From an optimization exercise on the open Yosys and OpenROAD flow, aimed at small area, a short achievable clock period and few clock cycles; shortcuts taken in it are not production practice. Function was checked by simulation only, so behaviour that the tests miss may differ from the original. Power figures rest on the tool's default switching activity, not on a simulated workload.

### design/flow/standard.sh
#!/bin/bash
# synth_recipe.tcl (not shown) runs the flow's synth.tcl, then flattens the netlist and writes it again
# the make line also repeats each setting of config.mk as NAME=value (left out here)
make -C /OpenROAD-flow-scripts/flow DESIGN_CONFIG=/design/flow/config.mk WORK_HOME=/design/flow/orfs CLKGATE_MAP_FILE= SYNTH_SCRIPT=/design/flow/synth_recipe.tcl "${@:-finish}"
### design/flow/design.v
module dither_mono #(
    parameter W = 32
) (
    input  wire        clk,
    input  wire        rst,
    input  wire        in_valid,
    output wire        in_ready,
    input  wire [15:0] in_pixel,
    input  wire        in_sof,
    input  wire [7:0]  cfg_thr,
    input  wire        cfg_dither,
    output wire        out_valid,
    input  wire        out_ready,
    output wire [7:0]  out_byte
);
    function [5:0] q7_off(input [6:0] s);
        case (s)
        7'd0: q7_off = 6'd0;
        7'd1: q7_off = 6'd0;
        7'd2: q7_off = 6'd0;
        7'd3: q7_off = 6'd1;
        7'd4: q7_off = 6'd1;
        7'd5: q7_off = 6'd2;
        7'd6: q7_off = 6'd2;
        7'd7: q7_off = 6'd3;
        7'd8: q7_off = 6'd3;
        7'd9: q7_off = 6'd3;
        7'd10: q7_off = 6'd4;
        7'd11: q7_off = 6'd4;
        7'd12: q7_off = 6'd5;
        7'd13: q7_off = 6'd5;
        7'd14: q7_off = 6'd6;
        7'd15: q7_off = 6'd6;
        7'd16: q7_off = 6'd7;
        7'd17: q7_off = 6'd7;
        7'd18: q7_off = 6'd7;
        7'd19: q7_off = 6'd8;
        7'd20: q7_off = 6'd8;
        7'd21: q7_off = 6'd9;
        7'd22: q7_off = 6'd9;
        7'd23: q7_off = 6'd10;
        7'd24: q7_off = 6'd10;
        7'd25: q7_off = 6'd10;
        7'd26: q7_off = 6'd11;
        7'd27: q7_off = 6'd11;
        7'd28: q7_off = 6'd12;
        7'd29: q7_off = 6'd12;
        7'd30: q7_off = 6'd13;
        7'd31: q7_off = 6'd13;
        7'd32: q7_off = 6'd14;
        7'd33: q7_off = 6'd14;
        7'd34: q7_off = 6'd14;
        7'd35: q7_off = 6'd15;
        7'd36: q7_off = 6'd15;
        7'd37: q7_off = 6'd16;
        7'd38: q7_off = 6'd16;
        7'd39: q7_off = 6'd17;
        7'd40: q7_off = 6'd17;
        7'd41: q7_off = 6'd17;
        7'd42: q7_off = 6'd18;
        7'd43: q7_off = 6'd18;
        7'd44: q7_off = 6'd19;
        7'd45: q7_off = 6'd19;
        7'd46: q7_off = 6'd20;
        7'd47: q7_off = 6'd20;
        7'd48: q7_off = 6'd21;
        7'd49: q7_off = 6'd21;
        7'd50: q7_off = 6'd21;
        7'd51: q7_off = 6'd22;
        7'd52: q7_off = 6'd22;
        7'd53: q7_off = 6'd23;
        7'd54: q7_off = 6'd23;
        7'd55: q7_off = 6'd24;
        7'd56: q7_off = 6'd24;
        7'd57: q7_off = 6'd24;
        7'd58: q7_off = 6'd25;
        7'd59: q7_off = 6'd25;
        7'd60: q7_off = 6'd26;
        7'd61: q7_off = 6'd26;
        7'd62: q7_off = 6'd27;
        7'd63: q7_off = 6'd27;
        7'd64: q7_off = 6'd36;
        7'd65: q7_off = 6'd36;
        7'd66: q7_off = 6'd36;
        7'd67: q7_off = 6'd37;
        7'd68: q7_off = 6'd37;
        7'd69: q7_off = 6'd38;
        7'd70: q7_off = 6'd38;
        7'd71: q7_off = 6'd39;
        7'd72: q7_off = 6'd39;
        7'd73: q7_off = 6'd39;
        7'd74: q7_off = 6'd40;
        7'd75: q7_off = 6'd40;
        7'd76: q7_off = 6'd41;
        7'd77: q7_off = 6'd41;
        7'd78: q7_off = 6'd42;
        7'd79: q7_off = 6'd42;
        7'd80: q7_off = 6'd43;
        7'd81: q7_off = 6'd43;
        7'd82: q7_off = 6'd43;
        7'd83: q7_off = 6'd44;
        7'd84: q7_off = 6'd44;
        7'd85: q7_off = 6'd45;
        7'd86: q7_off = 6'd45;
        7'd87: q7_off = 6'd46;
        7'd88: q7_off = 6'd46;
        7'd89: q7_off = 6'd46;
        7'd90: q7_off = 6'd47;
        7'd91: q7_off = 6'd47;
        7'd92: q7_off = 6'd48;
        7'd93: q7_off = 6'd48;
        7'd94: q7_off = 6'd49;
        7'd95: q7_off = 6'd49;
        7'd96: q7_off = 6'd50;
        7'd97: q7_off = 6'd50;
        7'd98: q7_off = 6'd50;
        7'd99: q7_off = 6'd51;
        7'd100: q7_off = 6'd51;
        7'd101: q7_off = 6'd52;
        7'd102: q7_off = 6'd52;
        7'd103: q7_off = 6'd53;
        7'd104: q7_off = 6'd53;
        7'd105: q7_off = 6'd53;
        7'd106: q7_off = 6'd54;
        7'd107: q7_off = 6'd54;
        7'd108: q7_off = 6'd55;
        7'd109: q7_off = 6'd55;
        7'd110: q7_off = 6'd56;
        7'd111: q7_off = 6'd56;
        7'd112: q7_off = 6'd57;
        7'd113: q7_off = 6'd57;
        7'd114: q7_off = 6'd57;
        7'd115: q7_off = 6'd58;
        7'd116: q7_off = 6'd58;
        7'd117: q7_off = 6'd59;
        7'd118: q7_off = 6'd59;
        7'd119: q7_off = 6'd60;
        7'd120: q7_off = 6'd60;
        7'd121: q7_off = 6'd60;
        7'd122: q7_off = 6'd61;
        7'd123: q7_off = 6'd61;
        7'd124: q7_off = 6'd62;
        7'd125: q7_off = 6'd62;
        7'd126: q7_off = 6'd63;
        7'd127: q7_off = 6'd63;
        endcase
    endfunction
    function [5:0] q7_on(input [6:0] s);
        case (s)
        7'd0: q7_on = 6'd36;
        7'd1: q7_on = 6'd36;
        7'd2: q7_on = 6'd37;
        7'd3: q7_on = 6'd37;
        7'd4: q7_on = 6'd38;
        7'd5: q7_on = 6'd38;
        7'd6: q7_on = 6'd39;
        7'd7: q7_on = 6'd39;
        7'd8: q7_on = 6'd39;
        7'd9: q7_on = 6'd40;
        7'd10: q7_on = 6'd40;
        7'd11: q7_on = 6'd41;
        7'd12: q7_on = 6'd41;
        7'd13: q7_on = 6'd42;
        7'd14: q7_on = 6'd42;
        7'd15: q7_on = 6'd43;
        7'd16: q7_on = 6'd43;
        7'd17: q7_on = 6'd43;
        7'd18: q7_on = 6'd44;
        7'd19: q7_on = 6'd44;
        7'd20: q7_on = 6'd45;
        7'd21: q7_on = 6'd45;
        7'd22: q7_on = 6'd46;
        7'd23: q7_on = 6'd46;
        7'd24: q7_on = 6'd46;
        7'd25: q7_on = 6'd47;
        7'd26: q7_on = 6'd47;
        7'd27: q7_on = 6'd48;
        7'd28: q7_on = 6'd48;
        7'd29: q7_on = 6'd49;
        7'd30: q7_on = 6'd49;
        7'd31: q7_on = 6'd50;
        7'd32: q7_on = 6'd50;
        7'd33: q7_on = 6'd50;
        7'd34: q7_on = 6'd51;
        7'd35: q7_on = 6'd51;
        7'd36: q7_on = 6'd52;
        7'd37: q7_on = 6'd52;
        7'd38: q7_on = 6'd53;
        7'd39: q7_on = 6'd53;
        7'd40: q7_on = 6'd53;
        7'd41: q7_on = 6'd54;
        7'd42: q7_on = 6'd54;
        7'd43: q7_on = 6'd55;
        7'd44: q7_on = 6'd55;
        7'd45: q7_on = 6'd56;
        7'd46: q7_on = 6'd56;
        7'd47: q7_on = 6'd57;
        7'd48: q7_on = 6'd57;
        7'd49: q7_on = 6'd57;
        7'd50: q7_on = 6'd58;
        7'd51: q7_on = 6'd58;
        7'd52: q7_on = 6'd59;
        7'd53: q7_on = 6'd59;
        7'd54: q7_on = 6'd60;
        7'd55: q7_on = 6'd60;
        7'd56: q7_on = 6'd60;
        7'd57: q7_on = 6'd61;
        7'd58: q7_on = 6'd61;
        7'd59: q7_on = 6'd62;
        7'd60: q7_on = 6'd62;
        7'd61: q7_on = 6'd63;
        7'd62: q7_on = 6'd63;
        7'd63: q7_on = 6'd0;
        7'd64: q7_on = 6'd0;
        7'd65: q7_on = 6'd0;
        7'd66: q7_on = 6'd1;
        7'd67: q7_on = 6'd1;
        7'd68: q7_on = 6'd2;
        7'd69: q7_on = 6'd2;
        7'd70: q7_on = 6'd3;
        7'd71: q7_on = 6'd3;
        7'd72: q7_on = 6'd3;
        7'd73: q7_on = 6'd4;
        7'd74: q7_on = 6'd4;
        7'd75: q7_on = 6'd5;
        7'd76: q7_on = 6'd5;
        7'd77: q7_on = 6'd6;
        7'd78: q7_on = 6'd6;
        7'd79: q7_on = 6'd7;
        7'd80: q7_on = 6'd7;
        7'd81: q7_on = 6'd7;
        7'd82: q7_on = 6'd8;
        7'd83: q7_on = 6'd8;
        7'd84: q7_on = 6'd9;
        7'd85: q7_on = 6'd9;
        7'd86: q7_on = 6'd10;
        7'd87: q7_on = 6'd10;
        7'd88: q7_on = 6'd10;
        7'd89: q7_on = 6'd11;
        7'd90: q7_on = 6'd11;
        7'd91: q7_on = 6'd12;
        7'd92: q7_on = 6'd12;
        7'd93: q7_on = 6'd13;
        7'd94: q7_on = 6'd13;
        7'd95: q7_on = 6'd14;
        7'd96: q7_on = 6'd14;
        7'd97: q7_on = 6'd14;
        7'd98: q7_on = 6'd15;
        7'd99: q7_on = 6'd15;
        7'd100: q7_on = 6'd16;
        7'd101: q7_on = 6'd16;
        7'd102: q7_on = 6'd17;
        7'd103: q7_on = 6'd17;
        7'd104: q7_on = 6'd17;
        7'd105: q7_on = 6'd18;
        7'd106: q7_on = 6'd18;
        7'd107: q7_on = 6'd19;
        7'd108: q7_on = 6'd19;
        7'd109: q7_on = 6'd20;
        7'd110: q7_on = 6'd20;
        7'd111: q7_on = 6'd21;
        7'd112: q7_on = 6'd21;
        7'd113: q7_on = 6'd21;
        7'd114: q7_on = 6'd22;
        7'd115: q7_on = 6'd22;
        7'd116: q7_on = 6'd23;
        7'd117: q7_on = 6'd23;
        7'd118: q7_on = 6'd24;
        7'd119: q7_on = 6'd24;
        7'd120: q7_on = 6'd24;
        7'd121: q7_on = 6'd25;
        7'd122: q7_on = 6'd25;
        7'd123: q7_on = 6'd26;
        7'd124: q7_on = 6'd26;
        7'd125: q7_on = 6'd27;
        7'd126: q7_on = 6'd27;
        7'd127: q7_on = 6'd28;
        endcase
    endfunction
    function [5:0] q5_off(input [6:0] s);
        case (s)
        7'd0: q5_off = 6'd0;
        7'd1: q5_off = 6'd0;
        7'd2: q5_off = 6'd0;
        7'd3: q5_off = 6'd0;
        7'd4: q5_off = 6'd1;
        7'd5: q5_off = 6'd1;
        7'd6: q5_off = 6'd1;
        7'd7: q5_off = 6'd2;
        7'd8: q5_off = 6'd2;
        7'd9: q5_off = 6'd2;
        7'd10: q5_off = 6'd3;
        7'd11: q5_off = 6'd3;
        7'd12: q5_off = 6'd3;
        7'd13: q5_off = 6'd4;
        7'd14: q5_off = 6'd4;
        7'd15: q5_off = 6'd4;
        7'd16: q5_off = 6'd5;
        7'd17: q5_off = 6'd5;
        7'd18: q5_off = 6'd5;
        7'd19: q5_off = 6'd5;
        7'd20: q5_off = 6'd6;
        7'd21: q5_off = 6'd6;
        7'd22: q5_off = 6'd6;
        7'd23: q5_off = 6'd7;
        7'd24: q5_off = 6'd7;
        7'd25: q5_off = 6'd7;
        7'd26: q5_off = 6'd8;
        7'd27: q5_off = 6'd8;
        7'd28: q5_off = 6'd8;
        7'd29: q5_off = 6'd9;
        7'd30: q5_off = 6'd9;
        7'd31: q5_off = 6'd9;
        7'd32: q5_off = 6'd10;
        7'd33: q5_off = 6'd10;
        7'd34: q5_off = 6'd10;
        7'd35: q5_off = 6'd10;
        7'd36: q5_off = 6'd11;
        7'd37: q5_off = 6'd11;
        7'd38: q5_off = 6'd11;
        7'd39: q5_off = 6'd12;
        7'd40: q5_off = 6'd12;
        7'd41: q5_off = 6'd12;
        7'd42: q5_off = 6'd13;
        7'd43: q5_off = 6'd13;
        7'd44: q5_off = 6'd13;
        7'd45: q5_off = 6'd14;
        7'd46: q5_off = 6'd14;
        7'd47: q5_off = 6'd14;
        7'd48: q5_off = 6'd15;
        7'd49: q5_off = 6'd15;
        7'd50: q5_off = 6'd15;
        7'd51: q5_off = 6'd15;
        7'd52: q5_off = 6'd16;
        7'd53: q5_off = 6'd16;
        7'd54: q5_off = 6'd16;
        7'd55: q5_off = 6'd17;
        7'd56: q5_off = 6'd17;
        7'd57: q5_off = 6'd17;
        7'd58: q5_off = 6'd18;
        7'd59: q5_off = 6'd18;
        7'd60: q5_off = 6'd18;
        7'd61: q5_off = 6'd19;
        7'd62: q5_off = 6'd19;
        7'd63: q5_off = 6'd19;
        7'd64: q5_off = 6'd44;
        7'd65: q5_off = 6'd44;
        7'd66: q5_off = 6'd44;
        7'd67: q5_off = 6'd44;
        7'd68: q5_off = 6'd45;
        7'd69: q5_off = 6'd45;
        7'd70: q5_off = 6'd45;
        7'd71: q5_off = 6'd46;
        7'd72: q5_off = 6'd46;
        7'd73: q5_off = 6'd46;
        7'd74: q5_off = 6'd47;
        7'd75: q5_off = 6'd47;
        7'd76: q5_off = 6'd47;
        7'd77: q5_off = 6'd48;
        7'd78: q5_off = 6'd48;
        7'd79: q5_off = 6'd48;
        7'd80: q5_off = 6'd49;
        7'd81: q5_off = 6'd49;
        7'd82: q5_off = 6'd49;
        7'd83: q5_off = 6'd49;
        7'd84: q5_off = 6'd50;
        7'd85: q5_off = 6'd50;
        7'd86: q5_off = 6'd50;
        7'd87: q5_off = 6'd51;
        7'd88: q5_off = 6'd51;
        7'd89: q5_off = 6'd51;
        7'd90: q5_off = 6'd52;
        7'd91: q5_off = 6'd52;
        7'd92: q5_off = 6'd52;
        7'd93: q5_off = 6'd53;
        7'd94: q5_off = 6'd53;
        7'd95: q5_off = 6'd53;
        7'd96: q5_off = 6'd54;
        7'd97: q5_off = 6'd54;
        7'd98: q5_off = 6'd54;
        7'd99: q5_off = 6'd54;
        7'd100: q5_off = 6'd55;
        7'd101: q5_off = 6'd55;
        7'd102: q5_off = 6'd55;
        7'd103: q5_off = 6'd56;
        7'd104: q5_off = 6'd56;
        7'd105: q5_off = 6'd56;
        7'd106: q5_off = 6'd57;
        7'd107: q5_off = 6'd57;
        7'd108: q5_off = 6'd57;
        7'd109: q5_off = 6'd58;
        7'd110: q5_off = 6'd58;
        7'd111: q5_off = 6'd58;
        7'd112: q5_off = 6'd59;
        7'd113: q5_off = 6'd59;
        7'd114: q5_off = 6'd59;
        7'd115: q5_off = 6'd59;
        7'd116: q5_off = 6'd60;
        7'd117: q5_off = 6'd60;
        7'd118: q5_off = 6'd60;
        7'd119: q5_off = 6'd61;
        7'd120: q5_off = 6'd61;
        7'd121: q5_off = 6'd61;
        7'd122: q5_off = 6'd62;
        7'd123: q5_off = 6'd62;
        7'd124: q5_off = 6'd62;
        7'd125: q5_off = 6'd63;
        7'd126: q5_off = 6'd63;
        7'd127: q5_off = 6'd63;
        endcase
    endfunction
    function [5:0] q5_on(input [6:0] s);
        case (s)
        7'd0: q5_on = 6'd44;
        7'd1: q5_on = 6'd44;
        7'd2: q5_on = 6'd44;
        7'd3: q5_on = 6'd45;
        7'd4: q5_on = 6'd45;
        7'd5: q5_on = 6'd45;
        7'd6: q5_on = 6'd46;
        7'd7: q5_on = 6'd46;
        7'd8: q5_on = 6'd46;
        7'd9: q5_on = 6'd47;
        7'd10: q5_on = 6'd47;
        7'd11: q5_on = 6'd47;
        7'd12: q5_on = 6'd48;
        7'd13: q5_on = 6'd48;
        7'd14: q5_on = 6'd48;
        7'd15: q5_on = 6'd49;
        7'd16: q5_on = 6'd49;
        7'd17: q5_on = 6'd49;
        7'd18: q5_on = 6'd49;
        7'd19: q5_on = 6'd50;
        7'd20: q5_on = 6'd50;
        7'd21: q5_on = 6'd50;
        7'd22: q5_on = 6'd51;
        7'd23: q5_on = 6'd51;
        7'd24: q5_on = 6'd51;
        7'd25: q5_on = 6'd52;
        7'd26: q5_on = 6'd52;
        7'd27: q5_on = 6'd52;
        7'd28: q5_on = 6'd53;
        7'd29: q5_on = 6'd53;
        7'd30: q5_on = 6'd53;
        7'd31: q5_on = 6'd54;
        7'd32: q5_on = 6'd54;
        7'd33: q5_on = 6'd54;
        7'd34: q5_on = 6'd54;
        7'd35: q5_on = 6'd55;
        7'd36: q5_on = 6'd55;
        7'd37: q5_on = 6'd55;
        7'd38: q5_on = 6'd56;
        7'd39: q5_on = 6'd56;
        7'd40: q5_on = 6'd56;
        7'd41: q5_on = 6'd57;
        7'd42: q5_on = 6'd57;
        7'd43: q5_on = 6'd57;
        7'd44: q5_on = 6'd58;
        7'd45: q5_on = 6'd58;
        7'd46: q5_on = 6'd58;
        7'd47: q5_on = 6'd59;
        7'd48: q5_on = 6'd59;
        7'd49: q5_on = 6'd59;
        7'd50: q5_on = 6'd59;
        7'd51: q5_on = 6'd60;
        7'd52: q5_on = 6'd60;
        7'd53: q5_on = 6'd60;
        7'd54: q5_on = 6'd61;
        7'd55: q5_on = 6'd61;
        7'd56: q5_on = 6'd61;
        7'd57: q5_on = 6'd62;
        7'd58: q5_on = 6'd62;
        7'd59: q5_on = 6'd62;
        7'd60: q5_on = 6'd63;
        7'd61: q5_on = 6'd63;
        7'd62: q5_on = 6'd63;
        7'd63: q5_on = 6'd0;
        7'd64: q5_on = 6'd0;
        7'd65: q5_on = 6'd0;
        7'd66: q5_on = 6'd0;
        7'd67: q5_on = 6'd1;
        7'd68: q5_on = 6'd1;
        7'd69: q5_on = 6'd1;
        7'd70: q5_on = 6'd2;
        7'd71: q5_on = 6'd2;
        7'd72: q5_on = 6'd2;
        7'd73: q5_on = 6'd3;
        7'd74: q5_on = 6'd3;
        7'd75: q5_on = 6'd3;
        7'd76: q5_on = 6'd4;
        7'd77: q5_on = 6'd4;
        7'd78: q5_on = 6'd4;
        7'd79: q5_on = 6'd5;
        7'd80: q5_on = 6'd5;
        7'd81: q5_on = 6'd5;
        7'd82: q5_on = 6'd5;
        7'd83: q5_on = 6'd6;
        7'd84: q5_on = 6'd6;
        7'd85: q5_on = 6'd6;
        7'd86: q5_on = 6'd7;
        7'd87: q5_on = 6'd7;
        7'd88: q5_on = 6'd7;
        7'd89: q5_on = 6'd8;
        7'd90: q5_on = 6'd8;
        7'd91: q5_on = 6'd8;
        7'd92: q5_on = 6'd9;
        7'd93: q5_on = 6'd9;
        7'd94: q5_on = 6'd9;
        7'd95: q5_on = 6'd10;
        7'd96: q5_on = 6'd10;
        7'd97: q5_on = 6'd10;
        7'd98: q5_on = 6'd10;
        7'd99: q5_on = 6'd11;
        7'd100: q5_on = 6'd11;
        7'd101: q5_on = 6'd11;
        7'd102: q5_on = 6'd12;
        7'd103: q5_on = 6'd12;
        7'd104: q5_on = 6'd12;
        7'd105: q5_on = 6'd13;
        7'd106: q5_on = 6'd13;
        7'd107: q5_on = 6'd13;
        7'd108: q5_on = 6'd14;
        7'd109: q5_on = 6'd14;
        7'd110: q5_on = 6'd14;
        7'd111: q5_on = 6'd15;
        7'd112: q5_on = 6'd15;
        7'd113: q5_on = 6'd15;
        7'd114: q5_on = 6'd15;
        7'd115: q5_on = 6'd16;
        7'd116: q5_on = 6'd16;
        7'd117: q5_on = 6'd16;
        7'd118: q5_on = 6'd17;
        7'd119: q5_on = 6'd17;
        7'd120: q5_on = 6'd17;
        7'd121: q5_on = 6'd18;
        7'd122: q5_on = 6'd18;
        7'd123: q5_on = 6'd18;
        7'd124: q5_on = 6'd19;
        7'd125: q5_on = 6'd19;
        7'd126: q5_on = 6'd19;
        7'd127: q5_on = 6'd20;
        endcase
    endfunction
    function [4:0] q3_off(input [6:0] s);
        case (s)
        7'd0: q3_off = 5'd0;
        7'd1: q3_off = 5'd0;
        7'd2: q3_off = 5'd0;
        7'd3: q3_off = 5'd0;
        7'd4: q3_off = 5'd0;
        7'd5: q3_off = 5'd0;
        7'd6: q3_off = 5'd1;
        7'd7: q3_off = 5'd1;
        7'd8: q3_off = 5'd1;
        7'd9: q3_off = 5'd1;
        7'd10: q3_off = 5'd1;
        7'd11: q3_off = 5'd2;
        7'd12: q3_off = 5'd2;
        7'd13: q3_off = 5'd2;
        7'd14: q3_off = 5'd2;
        7'd15: q3_off = 5'd2;
        7'd16: q3_off = 5'd3;
        7'd17: q3_off = 5'd3;
        7'd18: q3_off = 5'd3;
        7'd19: q3_off = 5'd3;
        7'd20: q3_off = 5'd3;
        7'd21: q3_off = 5'd3;
        7'd22: q3_off = 5'd4;
        7'd23: q3_off = 5'd4;
        7'd24: q3_off = 5'd4;
        7'd25: q3_off = 5'd4;
        7'd26: q3_off = 5'd4;
        7'd27: q3_off = 5'd5;
        7'd28: q3_off = 5'd5;
        7'd29: q3_off = 5'd5;
        7'd30: q3_off = 5'd5;
        7'd31: q3_off = 5'd5;
        7'd32: q3_off = 5'd6;
        7'd33: q3_off = 5'd6;
        7'd34: q3_off = 5'd6;
        7'd35: q3_off = 5'd6;
        7'd36: q3_off = 5'd6;
        7'd37: q3_off = 5'd6;
        7'd38: q3_off = 5'd7;
        7'd39: q3_off = 5'd7;
        7'd40: q3_off = 5'd7;
        7'd41: q3_off = 5'd7;
        7'd42: q3_off = 5'd7;
        7'd43: q3_off = 5'd8;
        7'd44: q3_off = 5'd8;
        7'd45: q3_off = 5'd8;
        7'd46: q3_off = 5'd8;
        7'd47: q3_off = 5'd8;
        7'd48: q3_off = 5'd9;
        7'd49: q3_off = 5'd9;
        7'd50: q3_off = 5'd9;
        7'd51: q3_off = 5'd9;
        7'd52: q3_off = 5'd9;
        7'd53: q3_off = 5'd9;
        7'd54: q3_off = 5'd10;
        7'd55: q3_off = 5'd10;
        7'd56: q3_off = 5'd10;
        7'd57: q3_off = 5'd10;
        7'd58: q3_off = 5'd10;
        7'd59: q3_off = 5'd11;
        7'd60: q3_off = 5'd11;
        7'd61: q3_off = 5'd11;
        7'd62: q3_off = 5'd11;
        7'd63: q3_off = 5'd11;
        7'd64: q3_off = 5'd20;
        7'd65: q3_off = 5'd20;
        7'd66: q3_off = 5'd20;
        7'd67: q3_off = 5'd20;
        7'd68: q3_off = 5'd20;
        7'd69: q3_off = 5'd20;
        7'd70: q3_off = 5'd21;
        7'd71: q3_off = 5'd21;
        7'd72: q3_off = 5'd21;
        7'd73: q3_off = 5'd21;
        7'd74: q3_off = 5'd21;
        7'd75: q3_off = 5'd22;
        7'd76: q3_off = 5'd22;
        7'd77: q3_off = 5'd22;
        7'd78: q3_off = 5'd22;
        7'd79: q3_off = 5'd22;
        7'd80: q3_off = 5'd23;
        7'd81: q3_off = 5'd23;
        7'd82: q3_off = 5'd23;
        7'd83: q3_off = 5'd23;
        7'd84: q3_off = 5'd23;
        7'd85: q3_off = 5'd23;
        7'd86: q3_off = 5'd24;
        7'd87: q3_off = 5'd24;
        7'd88: q3_off = 5'd24;
        7'd89: q3_off = 5'd24;
        7'd90: q3_off = 5'd24;
        7'd91: q3_off = 5'd25;
        7'd92: q3_off = 5'd25;
        7'd93: q3_off = 5'd25;
        7'd94: q3_off = 5'd25;
        7'd95: q3_off = 5'd25;
        7'd96: q3_off = 5'd26;
        7'd97: q3_off = 5'd26;
        7'd98: q3_off = 5'd26;
        7'd99: q3_off = 5'd26;
        7'd100: q3_off = 5'd26;
        7'd101: q3_off = 5'd26;
        7'd102: q3_off = 5'd27;
        7'd103: q3_off = 5'd27;
        7'd104: q3_off = 5'd27;
        7'd105: q3_off = 5'd27;
        7'd106: q3_off = 5'd27;
        7'd107: q3_off = 5'd28;
        7'd108: q3_off = 5'd28;
        7'd109: q3_off = 5'd28;
        7'd110: q3_off = 5'd28;
        7'd111: q3_off = 5'd28;
        7'd112: q3_off = 5'd29;
        7'd113: q3_off = 5'd29;
        7'd114: q3_off = 5'd29;
        7'd115: q3_off = 5'd29;
        7'd116: q3_off = 5'd29;
        7'd117: q3_off = 5'd29;
        7'd118: q3_off = 5'd30;
        7'd119: q3_off = 5'd30;
        7'd120: q3_off = 5'd30;
        7'd121: q3_off = 5'd30;
        7'd122: q3_off = 5'd30;
        7'd123: q3_off = 5'd31;
        7'd124: q3_off = 5'd31;
        7'd125: q3_off = 5'd31;
        7'd126: q3_off = 5'd31;
        7'd127: q3_off = 5'd31;
        endcase
    endfunction
    function [4:0] q3_on(input [6:0] s);
        case (s)
        7'd0: q3_on = 5'd20;
        7'd1: q3_on = 5'd20;
        7'd2: q3_on = 5'd20;
        7'd3: q3_on = 5'd20;
        7'd4: q3_on = 5'd20;
        7'd5: q3_on = 5'd21;
        7'd6: q3_on = 5'd21;
        7'd7: q3_on = 5'd21;
        7'd8: q3_on = 5'd21;
        7'd9: q3_on = 5'd21;
        7'd10: q3_on = 5'd22;
        7'd11: q3_on = 5'd22;
        7'd12: q3_on = 5'd22;
        7'd13: q3_on = 5'd22;
        7'd14: q3_on = 5'd22;
        7'd15: q3_on = 5'd23;
        7'd16: q3_on = 5'd23;
        7'd17: q3_on = 5'd23;
        7'd18: q3_on = 5'd23;
        7'd19: q3_on = 5'd23;
        7'd20: q3_on = 5'd23;
        7'd21: q3_on = 5'd24;
        7'd22: q3_on = 5'd24;
        7'd23: q3_on = 5'd24;
        7'd24: q3_on = 5'd24;
        7'd25: q3_on = 5'd24;
        7'd26: q3_on = 5'd25;
        7'd27: q3_on = 5'd25;
        7'd28: q3_on = 5'd25;
        7'd29: q3_on = 5'd25;
        7'd30: q3_on = 5'd25;
        7'd31: q3_on = 5'd26;
        7'd32: q3_on = 5'd26;
        7'd33: q3_on = 5'd26;
        7'd34: q3_on = 5'd26;
        7'd35: q3_on = 5'd26;
        7'd36: q3_on = 5'd26;
        7'd37: q3_on = 5'd27;
        7'd38: q3_on = 5'd27;
        7'd39: q3_on = 5'd27;
        7'd40: q3_on = 5'd27;
        7'd41: q3_on = 5'd27;
        7'd42: q3_on = 5'd28;
        7'd43: q3_on = 5'd28;
        7'd44: q3_on = 5'd28;
        7'd45: q3_on = 5'd28;
        7'd46: q3_on = 5'd28;
        7'd47: q3_on = 5'd29;
        7'd48: q3_on = 5'd29;
        7'd49: q3_on = 5'd29;
        7'd50: q3_on = 5'd29;
        7'd51: q3_on = 5'd29;
        7'd52: q3_on = 5'd29;
        7'd53: q3_on = 5'd30;
        7'd54: q3_on = 5'd30;
        7'd55: q3_on = 5'd30;
        7'd56: q3_on = 5'd30;
        7'd57: q3_on = 5'd30;
        7'd58: q3_on = 5'd31;
        7'd59: q3_on = 5'd31;
        7'd60: q3_on = 5'd31;
        7'd61: q3_on = 5'd31;
        7'd62: q3_on = 5'd31;
        7'd63: q3_on = 5'd0;
        7'd64: q3_on = 5'd0;
        7'd65: q3_on = 5'd0;
        7'd66: q3_on = 5'd0;
        7'd67: q3_on = 5'd0;
        7'd68: q3_on = 5'd0;
        7'd69: q3_on = 5'd1;
        7'd70: q3_on = 5'd1;
        7'd71: q3_on = 5'd1;
        7'd72: q3_on = 5'd1;
        7'd73: q3_on = 5'd1;
        7'd74: q3_on = 5'd2;
        7'd75: q3_on = 5'd2;
        7'd76: q3_on = 5'd2;
        7'd77: q3_on = 5'd2;
        7'd78: q3_on = 5'd2;
        7'd79: q3_on = 5'd3;
        7'd80: q3_on = 5'd3;
        7'd81: q3_on = 5'd3;
        7'd82: q3_on = 5'd3;
        7'd83: q3_on = 5'd3;
        7'd84: q3_on = 5'd3;
        7'd85: q3_on = 5'd4;
        7'd86: q3_on = 5'd4;
        7'd87: q3_on = 5'd4;
        7'd88: q3_on = 5'd4;
        7'd89: q3_on = 5'd4;
        7'd90: q3_on = 5'd5;
        7'd91: q3_on = 5'd5;
        7'd92: q3_on = 5'd5;
        7'd93: q3_on = 5'd5;
        7'd94: q3_on = 5'd5;
        7'd95: q3_on = 5'd6;
        7'd96: q3_on = 5'd6;
        7'd97: q3_on = 5'd6;
        7'd98: q3_on = 5'd6;
        7'd99: q3_on = 5'd6;
        7'd100: q3_on = 5'd6;
        7'd101: q3_on = 5'd7;
        7'd102: q3_on = 5'd7;
        7'd103: q3_on = 5'd7;
        7'd104: q3_on = 5'd7;
        7'd105: q3_on = 5'd7;
        7'd106: q3_on = 5'd8;
        7'd107: q3_on = 5'd8;
        7'd108: q3_on = 5'd8;
        7'd109: q3_on = 5'd8;
        7'd110: q3_on = 5'd8;
        7'd111: q3_on = 5'd9;
        7'd112: q3_on = 5'd9;
        7'd113: q3_on = 5'd9;
        7'd114: q3_on = 5'd9;
        7'd115: q3_on = 5'd9;
        7'd116: q3_on = 5'd9;
        7'd117: q3_on = 5'd10;
        7'd118: q3_on = 5'd10;
        7'd119: q3_on = 5'd10;
        7'd120: q3_on = 5'd10;
        7'd121: q3_on = 5'd10;
        7'd122: q3_on = 5'd11;
        7'd123: q3_on = 5'd11;
        7'd124: q3_on = 5'd11;
        7'd125: q3_on = 5'd11;
        7'd126: q3_on = 5'd11;
        7'd127: q3_on = 5'd12;
        endcase
    endfunction
    function [3:0] q1_off(input [6:0] s);
        case (s)
        7'd0: q1_off = 4'd0;
        7'd1: q1_off = 4'd1;
        7'd2: q1_off = 4'd2;
        7'd3: q1_off = 4'd2;
        7'd4: q1_off = 4'd2;
        7'd5: q1_off = 4'd2;
        7'd6: q1_off = 4'd2;
        7'd7: q1_off = 4'd1;
        7'd8: q1_off = 4'd2;
        7'd9: q1_off = 4'd3;
        7'd10: q1_off = 4'd2;
        7'd11: q1_off = 4'd2;
        7'd12: q1_off = 4'd2;
        7'd13: q1_off = 4'd2;
        7'd14: q1_off = 4'd2;
        7'd15: q1_off = 4'd3;
        7'd16: q1_off = 4'd1;
        7'd17: q1_off = 4'd2;
        7'd18: q1_off = 4'd3;
        7'd19: q1_off = 4'd3;
        7'd20: q1_off = 4'd3;
        7'd21: q1_off = 4'd3;
        7'd22: q1_off = 4'd3;
        7'd23: q1_off = 4'd2;
        7'd24: q1_off = 4'd3;
        7'd25: q1_off = 4'd4;
        7'd26: q1_off = 4'd3;
        7'd27: q1_off = 4'd3;
        7'd28: q1_off = 4'd3;
        7'd29: q1_off = 4'd3;
        7'd30: q1_off = 4'd3;
        7'd31: q1_off = 4'd4;
        7'd32: q1_off = 4'd2;
        7'd33: q1_off = 4'd3;
        7'd34: q1_off = 4'd4;
        7'd35: q1_off = 4'd4;
        7'd36: q1_off = 4'd4;
        7'd37: q1_off = 4'd4;
        7'd38: q1_off = 4'd4;
        7'd39: q1_off = 4'd3;
        7'd40: q1_off = 4'd4;
        7'd41: q1_off = 4'd5;
        7'd42: q1_off = 4'd4;
        7'd43: q1_off = 4'd4;
        7'd44: q1_off = 4'd4;
        7'd45: q1_off = 4'd4;
        7'd46: q1_off = 4'd4;
        7'd47: q1_off = 4'd5;
        7'd48: q1_off = 4'd3;
        7'd49: q1_off = 4'd4;
        7'd50: q1_off = 4'd5;
        7'd51: q1_off = 4'd5;
        7'd52: q1_off = 4'd5;
        7'd53: q1_off = 4'd5;
        7'd54: q1_off = 4'd5;
        7'd55: q1_off = 4'd4;
        7'd56: q1_off = 4'd5;
        7'd57: q1_off = 4'd6;
        7'd58: q1_off = 4'd5;
        7'd59: q1_off = 4'd5;
        7'd60: q1_off = 4'd5;
        7'd61: q1_off = 4'd5;
        7'd62: q1_off = 4'd5;
        7'd63: q1_off = 4'd6;
        7'd64: q1_off = 4'd12;
        7'd65: q1_off = 4'd13;
        7'd66: q1_off = 4'd14;
        7'd67: q1_off = 4'd14;
        7'd68: q1_off = 4'd14;
        7'd69: q1_off = 4'd14;
        7'd70: q1_off = 4'd14;
        7'd71: q1_off = 4'd13;
        7'd72: q1_off = 4'd14;
        7'd73: q1_off = 4'd15;
        7'd74: q1_off = 4'd14;
        7'd75: q1_off = 4'd14;
        7'd76: q1_off = 4'd14;
        7'd77: q1_off = 4'd14;
        7'd78: q1_off = 4'd14;
        7'd79: q1_off = 4'd15;
        7'd80: q1_off = 4'd13;
        7'd81: q1_off = 4'd14;
        7'd82: q1_off = 4'd15;
        7'd83: q1_off = 4'd15;
        7'd84: q1_off = 4'd15;
        7'd85: q1_off = 4'd15;
        7'd86: q1_off = 4'd15;
        7'd87: q1_off = 4'd14;
        7'd88: q1_off = 4'd15;
        7'd89: q1_off = 4'd0;
        7'd90: q1_off = 4'd15;
        7'd91: q1_off = 4'd15;
        7'd92: q1_off = 4'd15;
        7'd93: q1_off = 4'd15;
        7'd94: q1_off = 4'd15;
        7'd95: q1_off = 4'd0;
        7'd96: q1_off = 4'd14;
        7'd97: q1_off = 4'd15;
        7'd98: q1_off = 4'd0;
        7'd99: q1_off = 4'd0;
        7'd100: q1_off = 4'd0;
        7'd101: q1_off = 4'd0;
        7'd102: q1_off = 4'd0;
        7'd103: q1_off = 4'd15;
        7'd104: q1_off = 4'd0;
        7'd105: q1_off = 4'd1;
        7'd106: q1_off = 4'd0;
        7'd107: q1_off = 4'd0;
        7'd108: q1_off = 4'd0;
        7'd109: q1_off = 4'd0;
        7'd110: q1_off = 4'd0;
        7'd111: q1_off = 4'd1;
        7'd112: q1_off = 4'd15;
        7'd113: q1_off = 4'd0;
        7'd114: q1_off = 4'd1;
        7'd115: q1_off = 4'd1;
        7'd116: q1_off = 4'd1;
        7'd117: q1_off = 4'd1;
        7'd118: q1_off = 4'd1;
        7'd119: q1_off = 4'd0;
        7'd120: q1_off = 4'd1;
        7'd121: q1_off = 4'd2;
        7'd122: q1_off = 4'd1;
        7'd123: q1_off = 4'd1;
        7'd124: q1_off = 4'd1;
        7'd125: q1_off = 4'd1;
        7'd126: q1_off = 4'd1;
        7'd127: q1_off = 4'd2;
        endcase
    endfunction
    function [3:0] q1_on(input [6:0] s);
        case (s)
        7'd0: q1_on = 4'd13;
        7'd1: q1_on = 4'd14;
        7'd2: q1_on = 4'd14;
        7'd3: q1_on = 4'd14;
        7'd4: q1_on = 4'd14;
        7'd5: q1_on = 4'd14;
        7'd6: q1_on = 4'd13;
        7'd7: q1_on = 4'd14;
        7'd8: q1_on = 4'd15;
        7'd9: q1_on = 4'd14;
        7'd10: q1_on = 4'd14;
        7'd11: q1_on = 4'd14;
        7'd12: q1_on = 4'd14;
        7'd13: q1_on = 4'd14;
        7'd14: q1_on = 4'd15;
        7'd15: q1_on = 4'd13;
        7'd16: q1_on = 4'd14;
        7'd17: q1_on = 4'd15;
        7'd18: q1_on = 4'd15;
        7'd19: q1_on = 4'd15;
        7'd20: q1_on = 4'd15;
        7'd21: q1_on = 4'd15;
        7'd22: q1_on = 4'd14;
        7'd23: q1_on = 4'd15;
        7'd24: q1_on = 4'd0;
        7'd25: q1_on = 4'd15;
        7'd26: q1_on = 4'd15;
        7'd27: q1_on = 4'd15;
        7'd28: q1_on = 4'd15;
        7'd29: q1_on = 4'd15;
        7'd30: q1_on = 4'd0;
        7'd31: q1_on = 4'd14;
        7'd32: q1_on = 4'd15;
        7'd33: q1_on = 4'd0;
        7'd34: q1_on = 4'd0;
        7'd35: q1_on = 4'd0;
        7'd36: q1_on = 4'd0;
        7'd37: q1_on = 4'd0;
        7'd38: q1_on = 4'd15;
        7'd39: q1_on = 4'd0;
        7'd40: q1_on = 4'd1;
        7'd41: q1_on = 4'd0;
        7'd42: q1_on = 4'd0;
        7'd43: q1_on = 4'd0;
        7'd44: q1_on = 4'd0;
        7'd45: q1_on = 4'd0;
        7'd46: q1_on = 4'd1;
        7'd47: q1_on = 4'd15;
        7'd48: q1_on = 4'd0;
        7'd49: q1_on = 4'd1;
        7'd50: q1_on = 4'd1;
        7'd51: q1_on = 4'd1;
        7'd52: q1_on = 4'd1;
        7'd53: q1_on = 4'd1;
        7'd54: q1_on = 4'd0;
        7'd55: q1_on = 4'd1;
        7'd56: q1_on = 4'd2;
        7'd57: q1_on = 4'd1;
        7'd58: q1_on = 4'd1;
        7'd59: q1_on = 4'd1;
        7'd60: q1_on = 4'd1;
        7'd61: q1_on = 4'd1;
        7'd62: q1_on = 4'd2;
        7'd63: q1_on = 4'd0;
        7'd64: q1_on = 4'd1;
        7'd65: q1_on = 4'd2;
        7'd66: q1_on = 4'd2;
        7'd67: q1_on = 4'd2;
        7'd68: q1_on = 4'd2;
        7'd69: q1_on = 4'd2;
        7'd70: q1_on = 4'd1;
        7'd71: q1_on = 4'd2;
        7'd72: q1_on = 4'd3;
        7'd73: q1_on = 4'd2;
        7'd74: q1_on = 4'd2;
        7'd75: q1_on = 4'd2;
        7'd76: q1_on = 4'd2;
        7'd77: q1_on = 4'd2;
        7'd78: q1_on = 4'd3;
        7'd79: q1_on = 4'd1;
        7'd80: q1_on = 4'd2;
        7'd81: q1_on = 4'd3;
        7'd82: q1_on = 4'd3;
        7'd83: q1_on = 4'd3;
        7'd84: q1_on = 4'd3;
        7'd85: q1_on = 4'd3;
        7'd86: q1_on = 4'd2;
        7'd87: q1_on = 4'd3;
        7'd88: q1_on = 4'd4;
        7'd89: q1_on = 4'd3;
        7'd90: q1_on = 4'd3;
        7'd91: q1_on = 4'd3;
        7'd92: q1_on = 4'd3;
        7'd93: q1_on = 4'd3;
        7'd94: q1_on = 4'd4;
        7'd95: q1_on = 4'd2;
        7'd96: q1_on = 4'd3;
        7'd97: q1_on = 4'd4;
        7'd98: q1_on = 4'd4;
        7'd99: q1_on = 4'd4;
        7'd100: q1_on = 4'd4;
        7'd101: q1_on = 4'd4;
        7'd102: q1_on = 4'd3;
        7'd103: q1_on = 4'd4;
        7'd104: q1_on = 4'd5;
        7'd105: q1_on = 4'd4;
        7'd106: q1_on = 4'd4;
        7'd107: q1_on = 4'd4;
        7'd108: q1_on = 4'd4;
        7'd109: q1_on = 4'd4;
        7'd110: q1_on = 4'd5;
        7'd111: q1_on = 4'd3;
        7'd112: q1_on = 4'd4;
        7'd113: q1_on = 4'd5;
        7'd114: q1_on = 4'd5;
        7'd115: q1_on = 4'd5;
        7'd116: q1_on = 4'd5;
        7'd117: q1_on = 4'd5;
        7'd118: q1_on = 4'd4;
        7'd119: q1_on = 4'd5;
        7'd120: q1_on = 4'd6;
        7'd121: q1_on = 4'd5;
        7'd122: q1_on = 4'd5;
        7'd123: q1_on = 4'd5;
        7'd124: q1_on = 4'd5;
        7'd125: q1_on = 4'd5;
        7'd126: q1_on = 4'd6;
        7'd127: q1_on = 4'd4;
        endcase
    endfunction
    function [7:0] ks8(input [7:0] a, input [7:0] b);
        reg [7:0] p, g, pp, gg;
        integer   i, d;
        begin
            p  = a ^ b;
            g  = a & b;
            pp = p;
            gg = g;
            for (d = 1; d < 8; d = d * 2)
                for (i = 7; i >= d; i = i - 1) begin
                    gg[i] = gg[i] | (pp[i] & gg[i-d]);
                    pp[i] = pp[i] & pp[i-d];
                end
            ks8 = p ^ {gg[6:0], 1'b0};
        end
    endfunction
    function gtu8(input [7:0] a, input [7:0] b);
        reg     g, e;
        integer i;
        begin
            g = 1'b0;
            e = 1'b1;
            for (i = 7; i >= 0; i = i - 1) begin
                g = g | (e & a[i] & ~b[i]);
                e = e & (a[i] | ~b[i]) & (~a[i] | b[i]);
            end
            gtu8 = g;
        end
    endfunction
    function [5:0] intensity(input [15:0] p);
        reg [5:0] a, b, c;
        reg       ab, cb, ac;
        begin
            a  = {p[4:0], 1'b0};
            b  = p[10:5];
            c  = {p[15:11], 1'b0};
            ab = gtu8({2'b00, a}, {2'b00, b});
            cb = gtu8({2'b00, c}, {2'b00, b});
            ac = gtu8({3'b000, p[4:0]}, {3'b000, p[15:11]});
            if (ac)
                intensity = ab ? a : b;
            else
                intensity = cb ? c : b;
        end
    endfunction
    wire       f1_go, f2_go, x_go;
    wire       pb_wr;
    wire       g_valid_n, fr_valid_n, x_sure_n;
    wire              a_we;
    wire [4:0]        a_wpos;
    wire signed [6:0] a_wdata;
    reg        in_ready_r;
    reg        iv;
    reg [15:0] ipix;
    reg        isof, idith;
    reg [5:0]  ithr;
    wire acc_in = in_valid & in_ready_r;
    assign in_ready = in_ready_r;
    always @(posedge clk) begin
        if (~iv | pb_wr) begin
            ipix  <= in_pixel;
            isof  <= in_sof;
            ithr  <= cfg_thr[7:2];
            idith <= cfg_dither;
        end
    end
    reg [5:0]  pb [0:31];
    reg [5:0]  cnt;           
    reg [5:0]  cr;            
    reg [4:0]  wx;            
    reg        w_wdir;        
    reg        w_rdir;        
    reg        w_odd, w_first, w_dith;
    reg [5:0]  w_t6;
    reg [4:0]  rk;            
    assign     pb_wr    = iv & (~cnt[5] | f1_go);
    wire       w_new    = (wx == 5'd0);
    wire       wdir_eff = w_new ? w_rdir : w_wdir;
    wire [4:0] wp       = wx ^ {5{wdir_eff}};
    wire       iv_n     = acc_in | (iv & ~pb_wr);
    wire       w_row    = pb_wr & w_new;
    wire       w_odd_n  = w_row ? (~isof & ~w_odd) : w_odd;
    wire       w_first_n = w_row ? isof : w_first;
    wire       w_dith_n = (w_row & isof) ? idith : w_dith;
    wire [5:0] w_t6_n   = (w_row & isof) ? ithr : w_t6;
    wire       w_rdir_n = (w_row & ~isof) ? (w_rdir ^ ~w_odd) : w_rdir;
    wire [5:0] cnt_n    = cnt + {5'd0, pb_wr} - {5'd0, f1_go};
    wire       full_n   = (cnt[5] & (pb_wr | ~f1_go)) | ((cnt == 6'd31) & pb_wr & ~f1_go);
    wire       f1_sure_n = ~g_valid_n | ~fr_valid_n | x_sure_n;
    always @(posedge clk) begin
        if (pb_wr)
            pb[wp] <= intensity(ipix);
    end
    always @(posedge clk) begin
        if (rst) begin
            in_ready_r <= 1'b1;
            iv         <= 1'b0;
            cnt        <= 6'd0;
            cr         <= 6'd0;
            wx         <= 5'd0;
            w_rdir     <= 1'b0;
            w_wdir     <= 1'b0;
            w_odd      <= 1'b1;
        end else begin
            in_ready_r <= ~iv_n | ~full_n | f1_sure_n;
            iv         <= iv_n;
            cnt        <= cnt_n;
            cr         <= cr + {5'd0, pb_wr} - {(f1_go & (rk == 5'd31)), 5'd0};
            if (pb_wr)
                wx <= wx + 5'd1;
            if (w_row)
                w_wdir <= w_rdir;
            w_odd   <= w_odd_n;
            w_first <= w_first_n;
            w_dith  <= w_dith_n;
            w_t6    <= w_t6_n;
            w_rdir  <= w_rdir_n;
        end
    end
    reg        rs;            
    reg        r_odd, r_zero, r_dith, r_rdir;
    reg [5:0]  r_t6;
    reg [4:0]  rp_r, fx_r;    
    wire       rs_n   = f1_go ? (rk == 5'd31) : rs;
    wire       f_odd  = r_odd;
    wire       f_zero = r_zero;
    wire       f_dith = r_dith;
    wire [5:0] f_t6   = r_t6;
    wire [4:0] rp     = rp_r;
    wire [4:0] fx     = fx_r;
    wire       avail  = f_odd ? cr[5] : (cnt != 6'd0);
    reg signed [6:0]  el [0:31];   
    wire [5:0]        v      = pb[rp];
    wire signed [6:0] el_rd  = (a_we && a_wpos == fx) ? a_wdata : el[fx];
    reg               g_valid;
    reg [5:0]         g_v;
    reg signed [6:0]  g_tv;        
    reg signed [6:0]  g_el;
    reg [4:0]         g_x;
    reg               g_rs, g_last, g_zero, g_dith, g_odd;
    assign f1_go     = avail & (~g_valid | f2_go);
    assign g_valid_n = f1_go | (g_valid & ~f2_go);
    always @(posedge clk) begin
        if (rst) begin
            rk      <= 5'd0;
            rs      <= 1'b1;
            g_valid <= 1'b0;
        end else begin
            if (f1_go)
                rk <= rk + 5'd1;
            rs <= rs_n;
            if (rs_n) begin
                r_odd  <= w_odd_n;
                r_zero <= w_first_n | ~w_dith_n;
                r_dith <= w_dith_n;
                r_rdir <= w_rdir_n;
                r_t6   <= w_t6_n;
                rp_r   <= {5{w_rdir_n}};
                fx_r   <= {5{w_odd_n}};
            end else if (f1_go) begin
                rp_r <= r_rdir ? rp_r - 5'd1 : rp_r + 5'd1;
                fx_r <= r_odd  ? fx_r - 5'd1 : fx_r + 5'd1;
            end
            g_valid <= g_valid_n;
        end
        if (f1_go) begin
            g_v    <= v;
            g_tv   <= ~ks8({2'b11, ~f_t6}, {2'b00, v});    
            g_el   <= el_rd;
            g_x    <= fx;
            g_rs   <= rs;
            g_last <= (rk == 5'd31);
            g_zero <= f_zero;
            g_dith <= f_dith;
            g_odd  <= f_odd;
        end else if (a_we && a_wpos == g_x) begin
            g_el   <= a_wdata;
        end
    end
    reg               fr_valid;
    reg [6:0]         fr_b0;      
    reg signed [7:0]  fr_t;       
    reg               fr_dith, fr_odd, fr_last, fr_rs;
    reg [4:0]         fr_x;
    reg signed [5:0]  accA;        
    reg signed [3:0]  accB;        
    wire signed [5:0] accA_n;
    wire signed [3:0] accB_n;
    wire              caseA = fr_valid;
    wire signed [6:0] err0  = caseA ? {{3{accB_n[3]}}, accB_n} : {accA_n[5], accA_n};
    wire signed [6:0] errl  = (a_we && a_wpos == g_x) ? a_wdata : g_el;
    wire signed [6:0] err   = g_zero ? 7'sd0 : (g_rs ? err0 : errl);
    wire signed [7:0] base  = ks8({2'b00, g_v}, {err[6], err});
    assign f2_go      = g_valid & (~fr_valid | x_go);
    assign fr_valid_n = f2_go | (fr_valid & ~x_go);
    always @(posedge clk) begin
        if (rst)
            fr_valid <= 1'b0;
        else
            fr_valid <= fr_valid_n;
        if (f2_go) begin
            fr_b0   <= base[6:0];
            fr_t    <= ~ks8(~{g_tv[6], g_tv}, {err[6], err});    
            fr_dith <= g_dith;
            fr_odd  <= g_odd;
            fr_last <= g_last;
            fr_rs   <= g_rs;
            fr_x    <= g_x;
        end
    end
    reg signed [5:0]  carry;
    wire [7:0]        s0w  = ks8({1'b0, fr_b0}, {{2{carry[5]}}, carry});
    wire [6:0]        s0   = s0w[6:0];
    wire              on   = gtu8({~carry[5], {2{carry[5]}}, carry[4:0]}, {~fr_t[7], fr_t[6:0]});
    wire [5:0]        q7   = on ? q7_on(s0) : q7_off(s0);
    wire [5:0]        q5   = on ? q5_on(s0) : q5_off(s0);
    wire              sel_q5 = g_valid & ~g_zero;
    reg  [31:0] dec;
    reg  [3:0]  pend;
    reg  [1:0]  nb;
    reg         ov;
    reg  [7:0]  ob;
    reg         pxg_r;        
    reg         nbx_r;        
    wire        cap       = ~ov & pend[nb];
    wire [1:0]  xg        = fr_x[4:3];
    wire        dec_block = pxg_r & (ov | ~nbx_r);
    wire        bdone     = fr_odd ? (fr_x[2:0] == 3'd0) : (fr_x[2:0] == 3'd7);
    wire [3:0]  pend_n    = (pend & ~(cap ? (4'd1 << nb) : 4'd0))
                          | ((x_go & bdone) ? (4'd1 << xg) : 4'd0);
    wire [1:0]  xg_n      = f2_go ? g_x[4:3] : xg;
    assign x_go = fr_valid & ~dec_block;
    assign x_sure_n = ~pend_n[xg_n] | (~(cap | ov) & (nb + {1'b0, cap} == xg_n));
    reg               er_valid, er_rs;
    reg [4:0]         er_wpos;
    reg signed [4:0]  er_q3;
    reg signed [5:0]  er_q5;
    reg signed [3:0]  er_q1;
    always @(posedge clk) begin
        if (rst) begin
            carry    <= 6'sd0;
            er_valid <= 1'b0;
            pend     <= 4'd0;
            pxg_r    <= 1'b0;
            nbx_r    <= 1'b0;
            nb       <= 2'd0;
            ov       <= 1'b0;
        end else begin
            if (x_go) begin
                if (fr_last | ~fr_dith)
                    carry <= (fr_last & sel_q5) ? q5 : 6'sd0;
                else
                    carry <= q7;
            end
            er_valid <= x_go;
            pend <= pend_n;
            pxg_r <= pend_n[xg_n];
            nbx_r <= (nb + {1'b0, cap} == xg_n);
            if (cap)
                nb <= nb + 2'd1;
            ov <= cap | (ov & ~out_ready);
        end
        if (x_go) begin
            dec[fr_x] <= on;
            er_rs     <= fr_rs;
            er_wpos   <= fr_odd ? fr_x + 5'd1 : fr_x - 5'd1;
            er_q3     <= on ? q3_on(s0) : q3_off(s0);
            er_q5     <= q5;
            er_q1     <= on ? q1_on(s0) : q1_off(s0);
        end
        if (cap)
            ob <= dec[nb*8 +: 8];
    end
    assign out_valid = ov;
    assign out_byte  = ob;
    assign a_we    = er_valid & ~er_rs;
    assign a_wpos  = er_wpos;
    wire [7:0] a_sum3 = ks8({{2{accA[5]}}, accA}, {{3{er_q3[4]}}, er_q3});
    wire [7:0] a_sum5 = ks8({{4{accB[3]}}, accB}, {{2{er_q5[5]}}, er_q5});
    assign a_wdata = a_sum3[6:0];
    assign accA_n  = er_valid ? (er_rs ? er_q5 : a_sum5[5:0]) : accA;
    assign accB_n  = er_valid ? er_q1 : accB;
    always @(posedge clk) begin
        accA <= accA_n;
        accB <= accB_n;
        if (a_we)
            el[a_wpos] <= a_wdata;
    end
endmodule
### design/flow/config.mk
export PLATFORM = sky130hd
export DESIGN_NAME = dither_mono
export DESIGN_NICKNAME = dither_mono
export VERILOG_FILES = /design/flow/design.v
export SDC_FILE = /design/flow/constraint.sdc
export NUM_CORES = 4
export LEC_CHECK = 0
export CAP_MARGIN = 20
export CORE_MARGIN = 2
export CORE_UTILIZATION = 60
export CTS_BUF_LIST = sky130_fd_sc_hd__clkbuf_8 sky130_fd_sc_hd__clkbuf_16
export CTS_CLUSTER_DIAMETER = 60
export CTS_CLUSTER_SIZE = 25
export PLACE_DENSITY = 0.7
export SLEW_MARGIN = 20
### design/flow/flow/run.sh
#!/bin/bash
# The standard layout, with every port buffered by a buf_4 instead of the
# default port buffer, and timing repair aiming for more setup slack than
# the clock period needs.
set -euo pipefail
export BUFFER_PORTS_ARGS="-buffer_cell sky130_fd_sc_hd__buf_4"
export SETUP_SLACK_MARGIN=9.3
bash standard.sh finish > flow_make.log 2>&1
### design/flow/constraint.sdc
create_clock -name core_clock -period 13.0 [get_ports {clk}]
set_input_delay 2.6000 -clock core_clock [delete_from_list [all_inputs] [get_ports {clk}]]
set_output_delay 2.6000 -clock core_clock [all_outputs]
set_load 0.01 [all_outputs]
==> results.toml, run 1 <==
[die]
design.die.area_sq_mm = 0.0511
core_sq_mm = 0.0487
start_util_pct = 60.6
die_h_microns = 226
num_rows = 81
die_x_microns = 226
num_io_pins = 40

[synth]
ys_warn_count = 1
synthArstFlopShare_pct = 0
synth_edf_count = 575
postSynthCellCount = 1978
synth_most_common_cell = "edfxtp_1"
yosys.area.top_type_share_pct = 58.4
ys_seq_area_share_pct = 63.4
synth_ff_type = "edfxtp_1"
syn_area_sq_mm = 0.0296
synth.distinct_cells = 89
yosysTopAreaCell = "edfxtp_1"
syn_area_per_cell_sq_um = 14.9
synth_seq_cells = 648
synth.area.top_cells = "edfxtp_1 (58%), mux4_2 (11%), dfxtp_1 (4.9%)"
synth_common_cells = "edfxtp_1 (575), nor2_1 (175), mux4_2 (139), nand2_1 (107), a21oi_1 (97)"
syn_nets = 2106

[global_route]
overflow = 0
grt_max_degree = 61
grt_pass1_vias = 16425
grt_antenna_before_repair = 0
grt_usage_pct = 24.5
grt_pass1_wl_microns = 94200

[critical_path]
crit_chain = "buf_6"
required_ns = 10.40
slowest_delay_ns = 0.39
crit_type = "flop to primary output"
end_kind = "primary output"
cp.arrival_ns = 1.09
critPathMaxFanout = 1
start_kind = "flop"
crit_family = "flip-flops"
critPathBufInv = 1
cp_slowest_cell = "edfxtp_1"
reg2reg_slack_ns = 9.44

[route]
drt-initial-drc-count = 1927
viasPerCell = 6.18
dr_wl_met2_microns = 30700
topRoutingLayerUsed = "met4"
dr.pass1.iters = 6
ant_nets = 0
wl_met3_microns = 3740
drt_wl_total_microns = 62000
drc_errors = 0
wl_per_cell_microns = 22.8
met1_length_microns = 25800
via_count = 16811

[job]
cap_violations = 0

[cts]
cts.clk_slew.worst_paths_ns = 0.08
clock-sinks = 648
postCtsHoldBufs = 0
clock_latency_ns = 0.58
tritoncts = "done"
cts-htree-levels = 2
cts_made_buffers = 40
root_buffer = "clkbuf_16"
clockBufferDepth = 3

[power_and_ir_drop]
peakVddDrop_mv = 0.150
power_density_mw_per_mm2 = 246
fin_total_pwr_mw = 8.02
p_leak_nw = 11.2

[sta]
worst_hold_slack_ns = 0.425
relSlewSlack_pct = 31.5
setup_tns_ns = 0
setup_violations = 0
skew_ns = 0.0214
fin_crit_ns = 3.69
worstMarginPinSlew_ns = 1.02
max_freq_mhz = 271
fin_crit_sh_pct = 28.4
hold_violations = 0
rsz0062_at_grt = "yes"
drv_slew = 0

[hold_path]
hold_class = "flop to flop"

[finish]
n_antenna_cell = 0
fin_util_pct = 66.9
nets = 2156
syn_to_final_growth_pct = 10.3
layout-drive-gt1-share_pct = 20.1
fin_cells = 2719

[place]
io_buffers = 37
hpwl_microns = 38900
gp_congestion = 0.868
placed_cells_incl_taps = 2612

[status]
status = "complete, no violations"
power breakdown:
part	switching, mW	internal, mW	total [mW]
Clock	0.714	0.645	1.36
Combinational	2.02	1.48	3.50
Sequential	0.233	2.93	3.16
layout by cell type (no fill, tap or decap), types with 10 or more instances in the layout:
master / n
a31oi_1: 19
a21o_1: 21
mux2_2: 35
nor2_1: 170
mux2i_1: 31
ha_1: 87
xnor2_1: 49
dfxtp_1: 66
edfxtp_1: 575
a21oi_2: 10
a22o_1: 22
nand3_1: 22
a22oi_1: 10
buf_4: 71
xor2_1: 23
o21ai_0: 43
and2_1: 10
clkbuf_16: 44
nor3_1: 27
o21bai_1: 12
a21oi_1: 87
mux4_2: 139
inv_1: 96
nor2b_1: 23
buf_6: 12
nand2_1: 107
cell type report:
cell class / count / area (sq um)
inverters: 98 / 374
repair inverters: 1 / 5.00
repair buffers: 98 / 976
multi-input cells: 1141 / 10300
flip-flops and latches: 648 / 18700
well taps: 664 / 831
fillers: 3388 / 16100
clock inverters: 28 / 312
clock buffers: 41 / 1030
path summary, 6_finish.rpt:
check                              endpoint  depth (start not counted)   from
worst max-delay path            out_byte[7]                          1  ob[7]
worst min-delay path                  er_rs                          0  fr_rs
worst max register to register      g_tv[6]                         11   flop
worst min register to register        er_rs                          0  fr_rs
worst register-to-register path: stages (launching register included):
cell	delay (ns)
dfxtp_4	0.44
buf_8	0.19
mux4_2	0.57
mux4_2	0.54
mux2_2	0.32
ha_1	0.22
fa_1	0.41
a21o_1	0.20
a21oi_2	0.17
nor2b_1	0.06
o21ai_0	0.14
nand2b_1	0.08
routing by layer:
layer  track usage [%]  vias up
met3              2.94       94
met5                 0        -
li1                  -     7672
met2              40.6      558
met1              34.6     8487
met4              7.09        0
what timing repair did:
action / CTS / global route
pin swaps: 5 / 7
resized for setup: 25 / 46
endpoints found under the setup margin: 169 / 173
cloned: 3 / 4
setup buffers: 5 / 26
through the flow:
stage,setup WS (ns),area [sq um]
2_1_floorplan,9.16,29600
3_3_place_gp,8.57,30500
3_5_place_dp,8.55,30600
4_1_cts,9.19,32100
5_1_grt,9.24,32600
6_report,9.31,32600
sequential cells by signal, summed over array words and instances, names as in the netlist, 7 cells and up, named ones only:
| name | cells |
|---|---|
| dec | 32 |
| el | 224 |
| fr_b0 | 7 |
| fr_t | 8 |
| g_el | 7 |
| g_tv | 7 |
| ipix | 16 |
| ob | 8 |
| pb | 192 |
kinds of logic after synthesis:
family | Yosys count | share of synthesized area [%]
fa+ha+maj | 108 | 4.74
xor+xnor | 80 | 2.45
buf+inv | 192 | 2.66
flops | 648 | 63.4
compound gates | 311 | 7.00
mux | 206 | 13.0
simple gates | 433 | 6.78
Testbench counts, summed over its fixed seeds: cycles 20,640.
==> inputs of run 2 (changes only) <==
--- a/design/flow/config.mk
+++ b/design/flow/config.mk
@@ -8,8 +8,8 @@
 export CAP_MARGIN = 20
 export CORE_MARGIN = 2
 export CORE_UTILIZATION = 60
-export CTS_BUF_LIST = sky130_fd_sc_hd__clkbuf_8 sky130_fd_sc_hd__clkbuf_16
-export CTS_CLUSTER_DIAMETER = 60
-export CTS_CLUSTER_SIZE = 25
+export CTS_BUF_LIST = sky130_fd_sc_hd__clkbuf_8
+export CTS_CLUSTER_DIAMETER = 45
+export CTS_CLUSTER_SIZE = 18
 export PLACE_DENSITY = 0.7
 export SLEW_MARGIN = 20
==> results.toml, run 2 <==
[finish]
top_register = "el"
fill_cells = 3398
layout-drive-gt1-share_pct = 21.1
largestRegisters = "el (224), pb (192), dec (32)"
syn_to_final_growth_pct = 9.88
layout_common_cells = "edfxtp_1 (575), nor2_1 (169), mux4_2 (139)"
largest_reg_flops = 224
nets = 2169
final_common_cell = "edfxtp_1"
multi_input_area_sq_mm = 0.0102
n_antenna_cell = 0
seq_area_sq_mm = 0.0187

[route]
ant_nets = 0
via_count = 16766
drt_wl_total_microns = 61100
viasPerCell = 6.07
drt-initial-drc-count = 1727
wl_per_cell_microns = 22.1
dr.pass1.iters = 7
drc_errors = 0

[die]
num_rows = 81
num_io_pins = 40
die_x_microns = 226
core_sq_mm = 0.0487
start_util_pct = 60.6
die_h_microns = 226
design.die.area_sq_mm = 0.0511

[synth]
synth_ff_type = "edfxtp_1"
synth_common_cells = "edfxtp_1 (575), nor2_1 (175), mux4_2 (139), nand2_1 (107), a21oi_1 (97)"
yosysTopAreaCell = "edfxtp_1"
syn_area_per_cell_sq_um = 14.9
yosys.area.top_type_share_pct = 58.4
synth.distinct_cells = 89
ys_warn_count = 1
syn_area_sq_mm = 0.0296
synth_seq_cells = 648
syn_nets = 2106
synth.area.top_cells = "edfxtp_1 (58%), mux4_2 (11%), dfxtp_1 (4.9%)"
postSynthCellCount = 1978
ys_seq_area_share_pct = 63.4
synth_edf_count = 575
synth_most_common_cell = "edfxtp_1"
synthArstFlopShare_pct = 0

[global_route]
overflow = 0
grt_usage_pct = 24.7
grt_pass1_wl_microns = 95100
grt_pass1_vias = 16648
grt_max_degree = 61
grt_antenna_before_repair = 0

[critical_path]
slowest_delay_ns = 0.40
cp.arrival_ns = 1.20
end_kind = "primary output"
critPathBufInv = 1
start_kind = "flop"
reg2reg_slack_ns = 9.36
crit_type = "flop to primary output"
required_ns = 10.40
timing.rr.start = "er_q5[0]"
crit_family = "flip-flops"
reg2reg_to = "fr_t[7]"
critPathMaxFanout = 1
reg2regPathDepth = 15
cp_slowest_cell = "edfxtp_1"
crit_chain = "buf_6"

[sta]
fin_crit_sh_pct = 29.2
max_freq_mhz = 263
skew_ns = 0.0324
setup_violations = 0
fin_crit_ns = 3.80
worstMarginPinSlew_ns = 1.01
setup_tns_ns = 0
rsz0062_at_grt = "yes"
hold_violations = 0
drv_slew = 0
relSlewSlack_pct = 32.5

[cts]
tritoncts = "done"
cts.clk_slew.worst_paths_ns = 0.11
clockBufferDepth = 3
clock-sinks = 648
root_buffer = "clkbuf_8"
clock_latency_ns = 0.67
postCtsHoldBufs = 0
cts_made_buffers = 68
cts-htree-levels = 3

[power_and_ir_drop]
p_seq_share_pct = 40.3
power_switching_mw = 2.95
p_leak_nw = 11.3
clockPowerShare_pct = 17.7
switching_share_pct = 37.6
peakVddDrop_mv = 0.259
power.internal_mw = 4.90
combPwrFrac_pct = 42.0
fin_total_pwr_mw = 7.84
power_density_mw_per_mm2 = 241

[place]
hpwl_microns = 38900
gp_congestion = 0.868
io_buffers = 37

[hold_path]
hold_end = "g_zero"
min_path_cells = 0
min_from = "r_zero"
hold_class = "flop to flop"

[job]
cap_violations = 0

[status]
status = "complete, no violations"
==> run 2: cell types whose count changed in the layout (fill, tap and decap cells not counted), moves of 3 or more <==
cell	change
clkbuf_16	-43
a21oi_1	+7
clkinv_2	+8
inv_8	+6
inv_6	+6
buf_4	-11
clkbuf_8	+72
clkinv_4	+3
inv_1	+3
a21oi_2	-5
==> run 2: worst max path at each step <==
stage	from	end	slack, ns	cells after the start
2_1_floorplan	ipix[0]	pb[0][1]	9.16	8
3_3_place_gp	flop	g_tv[6]	8.57	11
3_5_place_dp	flop	g_tv[6]	8.55	11
4_1_cts	ob[4]	out_byte[4]	9.15	1
5_1_grt	er_q3[0]	fr_t[7]	9.12	14
6_report	ob[4]	out_byte[4]	9.20	1
==> run 2: layout make-up <==
| class | instances | share of cell area, % |
|---|---|---|
| Multi-Input combinational cell | 1140 | 31.5 |
| Timing Repair Buffer | 84 | 2.49 |
| Sequential cell | 648 | 57.7 |
| Clock inverter | 54 | 1.53 |
| Timing Repair inverter | 1 | 0.0154 |
| Inverter | 98 | 1.15 |
| Clock buffer | 71 | 3.01 |
| Tap cell | 664 | 2.56 |
==> run 2: metrics by stage <==
step	hold WS [ns]	util [%]	cell area, sq um	instances	setup slack (ns)
after floorplan	0.400	-	29600	1978	9.16
after global placement	0.403	62.7	30500	2610	8.57
after detailed placement	0.407	62.7	30600	2612	8.55
after CTS	0.437	66.1	32200	2745	9.15
after global routing	0.452	66.6	32500	2760	9.12
final	0.436	66.6	32500	2760	9.20
==> run 2: what timing repair did <==
action,4_1_cts,5_1_grt
setup endpoints to repair,171,145
buffers inserted,5,14
cloned,3,1
gates resized for setup,26,24
pin swaps,4,3
endpoints found under the hold margin,0,0
==> run 2: per-layer routing <==
metal,track usage [%],wire [microns],vias up
met2,40.5,30400,555
met4,7.43,1280,0
met5,0,0,-
li1,-,-,7710
met1,34.6,25500,8428
met3,4.01,3920,73
==> run 2: cell families (layout without fill, tap and decap cells) <==
kind of cell,count (synthesis),in the layout,share of synthesized area [%]
flops,648,648,63.4
mux,206,206,13.0
compound gates,311,313,7.00
fa+ha+maj,108,108,4.74
buf+inv,192,308,2.66
xor+xnor,80,80,2.45
simple gates,433,433,6.78
==> run 2: power by group through the flow <==
stage                     logic (mW)  clock network, mW  registers [mW]
final                           3.29               1.39            3.16
after global placement          3.06                  0            3.22
after floorplan                 2.37                  0            3.07
after global routing            3.60               1.49            3.20
after CTS                       3.22               1.42            3.17
after detailed placement        3.14                  0            3.23

==> what the ideal ports hide <==
The results above use ideal ports. As a check the final layouts listed here were re-extracted and re-timed, cells and wires unchanged.
Step 1: set_driving_cell puts a clkbuf_16 on clk and a buf_2 on each other input, an assumption about the parent block.
Step 2 moves the port delays by t, midway between the first and last clock arrival at a register: inputs arrive t later, outputs are due t later. That takes back most of the time a late clock gives input paths.
a / b / c = no drivers / after step 1 / after step 2; a / b = the first two.
| run | t (ns) | setup slack, ns | worst hold slack (ns) | worst slew at a driven data input, ns | pins driven straight from the clock port |
|---|---|---|---|---|---|
| run 1 | 0.629 | 9.307 / 9.252 / 8.913 | 0.425 / 0.425 / 0.425 | 0.03 | 1 |
| run 2 | 0.708 | 9.198 / 9.146 / 8.906 | 0.436 / 0.436 / 0.436 | 0.04 | 1 |
After both steps every run listed still meets setup and hold. The setup slack of run 1, which loses most, moves by -0.055 ns with the drivers and by -0.394 ns with both steps.
